Background: an optimization exercise with open tools, aiming at small area. Do not read the settings as production practice. Function was checked by simulation only, so behaviour that the tests miss may differ from the original. Power is estimated from default activity; no workload was simulated.

== quartz ==
// sid_voices
module sid_voices (
    input  wire        clk,
    input  wire        rst,
    input  wire        we,
    input  wire [4:0]  addr,
    input  wire [7:0]  wdata,
    output reg  [7:0]  rdata,
    output wire [35:0] wave_out,    
    output wire [23:0] env_out,     
    output wire [15:0] mix          
);
For scale: ~420 flip-flops, ~100 I/O pins, ~0.028 mm² of cells after synthesis.
clock: 13.0 ns
lec_check: 0
cap_margin: 20
core_margin: 2
core_utilization: 70
cts_cluster_diameter: 150
cts_cluster_size: 25
setup_slack_margin: 0.2
slew_margin: 20
synth_hierarchical: 1
standard.sh (not shown) runs the stock make flow with config.mk's settings and CLKGATE_MAP_FILE= SYNTH_SCRIPT=/design/flow/synth_recipe.tcl, a recipe that flattens the netlist after the stock synthesis.
==> flow/flow/run.sh <==
#!/bin/bash
set -euo pipefail
HERE=$(pwd)
FLOWDIR=$HERE/flow

# synthesis script: ORFS's synth.tcl with abc_args pointing at our script
sed "s#^source \$::env(SCRIPTS_DIR)/synth_preamble.tcl\$#&\nlset abc_args 1 $FLOWDIR/abc_area.script#" \
    "$FLOW_HOME/scripts/synth.tcl" > "$HERE/area_synth_core.tcl"
grep -q "lset abc_args 1 $FLOWDIR/abc_area.script" "$HERE/area_synth_core.tcl"
sed "s#source \$::env(SCRIPTS_DIR)/synth.tcl#source $HERE/area_synth_core.tcl#" \
    "$HERE/synth_recipe.tcl" > "$HERE/area_synth.tcl"
grep -q "area_synth_core.tcl" "$HERE/area_synth.tcl"

# standard.sh with our synthesis script
sed "s#SYNTH_SCRIPT=[^ ]*#SYNTH_SCRIPT=$HERE/area_synth.tcl#" "$HERE/standard.sh" > "$HERE/area_standard.sh"
grep -q "SYNTH_SCRIPT=$HERE/area_synth.tcl" "$HERE/area_standard.sh"

bash "$HERE/area_standard.sh" \
    "BUFFER_PORTS_ARGS=-buffer_cell sky130_fd_sc_hd__buf_1" \
    finish > "$HERE/flow_make.log" 2>&1
==> flow/flow/abc_area.script <==
strash
dch -f
amap
topo
stime -c
diff inputs: quartz => yarrow
--- a/flow/design.v
+++ b/flow/design.v
@@ -121,20 +121,21 @@
     input  wire       clk,
     input  wire       rst,
     input  wire       tick,       
     input  wire       wr_ctrl,
     input  wire       wr_ad,
     input  wire       wr_sr,
     input  wire [7:0] wd,         
     output reg  [7:0] level
 );
     reg [14:0] rate_counter;
+    localparam [14:0] RC_ZERO = 15'h4000;    
     reg [4:0]  exp_counter;
     reg [2:0]  exp_code;      
     reg [3:0]  attack, decay, sustain, rel;
     reg        gate;
     reg        att;
     reg        hold_zero;
     function [14:0] rate_m1;
         input [3:0] idx;
         case (idx)
             4'd0:  rate_m1 = 15'h0080;   
@@ -173,23 +174,22 @@
     assign rate_tgt[6] = rate_dec[5] | rate_dec[10] | rate_dec[11] | rate_dec[12] | rate_dec[15];
     assign rate_tgt[7] = rate_dec[0] | rate_dec[3] | rate_dec[4] | rate_dec[5] | rate_dec[15];
     assign rate_tgt[8] = rate_dec[8] | rate_dec[9] | rate_dec[11] | rate_dec[14] | rate_dec[15];
     assign rate_tgt[9] = rate_dec[3] | rate_dec[8] | rate_dec[9] | rate_dec[15];
     assign rate_tgt[10] = rate_dec[5] | rate_dec[6] | rate_dec[10] | rate_dec[11] | rate_dec[12] | rate_dec[13] | rate_dec[14] | rate_dec[15];
     assign rate_tgt[11] = rate_dec[7] | rate_dec[8] | rate_dec[13] | rate_dec[14] | rate_dec[15];
     assign rate_tgt[12] = rate_dec[4] | rate_dec[5] | rate_dec[7] | rate_dec[8] | rate_dec[10] | rate_dec[11];
     assign rate_tgt[13] = rate_dec[4] | rate_dec[6] | rate_dec[7] | rate_dec[11] | rate_dec[12];
     assign rate_tgt[14] = rate_dec[5] | rate_dec[14] | rate_dec[15];
     wire        rate_step = (rate_counter == rate_tgt);
-    wire        rc_zero   = (rate_counter == 15'd0);
     wire [14:0] rc_next   = {rate_counter[13:0],
-                             rate_counter[14] ^ rate_counter[13] ^ rc_zero};
+                             rate_counter[14] ^ rate_counter[13]};
     reg exp_hit;
     always @(*) begin
         case (exp_code)
             3'd0:    exp_hit = 1'b1;
             3'd1:    exp_hit = exp_counter[0];
             3'd2:    exp_hit = &exp_counter[1:0];
             3'd3:    exp_hit = &exp_counter[2:0];
             3'd4:    exp_hit = &exp_counter[3:0];
             default: exp_hit = exp_counter[4] & exp_counter[3] & exp_counter[2] & exp_counter[0];
         endcase
@@ -243,26 +243,26 @@
         if (wr_ad || rst) begin
             attack <= wd[7:4];
             decay  <= wd[3:0];
         end
         if (wr_sr || rst) begin
             sustain <= wd[7:4];
             rel     <= wd[3:0];
         end
         if (wr_ctrl || rst)
             gate <= wd[0];
-        if (gate_on || (act && up && lv_ff))
+        if (rst || gate_on || (act && up && lv_ff))
             att <= gate_on;
         if (rst || gate_on || (act && lv_00))
             hold_zero <= !gate_on;
         if (tick || rst)
-            rate_counter <= rc_next & {15{!(rst || rate_step)}};
+            rate_counter <= (rst || rate_step) ? RC_ZERO : rc_next;
         exp_counter <= ec_inc & {5{!(rst || (rstep && exp_step))}};
         if (act || rst)
             level <= level_act & {8{!rst}};
         if ((act && code_set) || rst)
             exp_code <= code_new & {3{!rst}};
     end
 endmodule
 module sid_voices (
     input  wire        clk,
     input  wire        rst,
@@ -342,21 +342,21 @@
         .mix (mix)
     );
     assign wave_out = {wave[2], wave[1], wave[0]};
     assign env_out  = {level[2], level[1], level[0]};
     reg [7:0]  bus_value;
     reg [12:0] bus_cnt;
     wire       bus_low0 = (bus_cnt[11:0] == 12'd0);
     wire       bus_end  = bus_cnt[12] && bus_low0;    
     always @(posedge clk) begin
         bus_cnt <= {bus_cnt[11:0], bus_cnt[12] ^ bus_cnt[3] ^ bus_cnt[2] ^ bus_cnt[0] ^ bus_low0}
-                   & {13{tick}};
+                   & {13{tick && !rst}};
         if (we || rst || bus_end)
             bus_value <= wd & {8{we}};
     end
     always @(*) begin
         case (addr)
             5'h19, 5'h1A: rdata = 8'h00;
             5'h1B:        rdata = wave[2][11:4];
             5'h1C:        rdata = level[2];
             default:      rdata = bus_value;
         endcase
==> comparison <==
yarrow was carried through to the last stage, and its layout satisfied the timing, design-rule and antenna checks. Changes observed in yarrow relative to quartz: stage delay of the slowest cell on the critical path fell by 250 ps; routed wire length rose by about 0.5%; number of gates on the worst path with buffers counted fell by 1; worst hold margin fell by 6.9 ps. Going from quartz to yarrow, max-slew violation count level; multi-input combinational cell count has remained practically unchanged; total power ~0 delta; transition time of the tightest slew-check pin increased by 160 ps relative to the old numbers; clock network fraction of design power went up. Diff quartz..yarrow | final-report hold violation count | unchanged.

-- static timing again, ports no longer ideal --
In the flow no input, the clock included, has a driving cell. The finished layouts below were timed again as built, in two steps.
Step 1: set_driving_cell puts a clkbuf_16 on clk and a buf_2 on each other input, an assumption about the parent block.
Step 2 moves the port delays by t, midway between the first and last clock arrival at a register: inputs arrive t later, outputs are due t later. That takes back most of the time a late clock gives input paths.
a / b / c = no drivers / after step 1 / after step 2; a / b = the first two.
| run | t (ns) | setup slack, ns | latest minus earliest clock arrival (ns) | worst data-port slew with drivers (ns) |
|---|---|---|---|---|
| quartz | 0.633 | 0.618 / 0.561 / 1.194 | 0.018 / 0.017 | 0.08 |
| yarrow | 0.620 | 0.843 / 0.785 / 1.405 | 0.066 / 0.066 | 0.08 |
After both steps setup and hold are still met in every run listed.
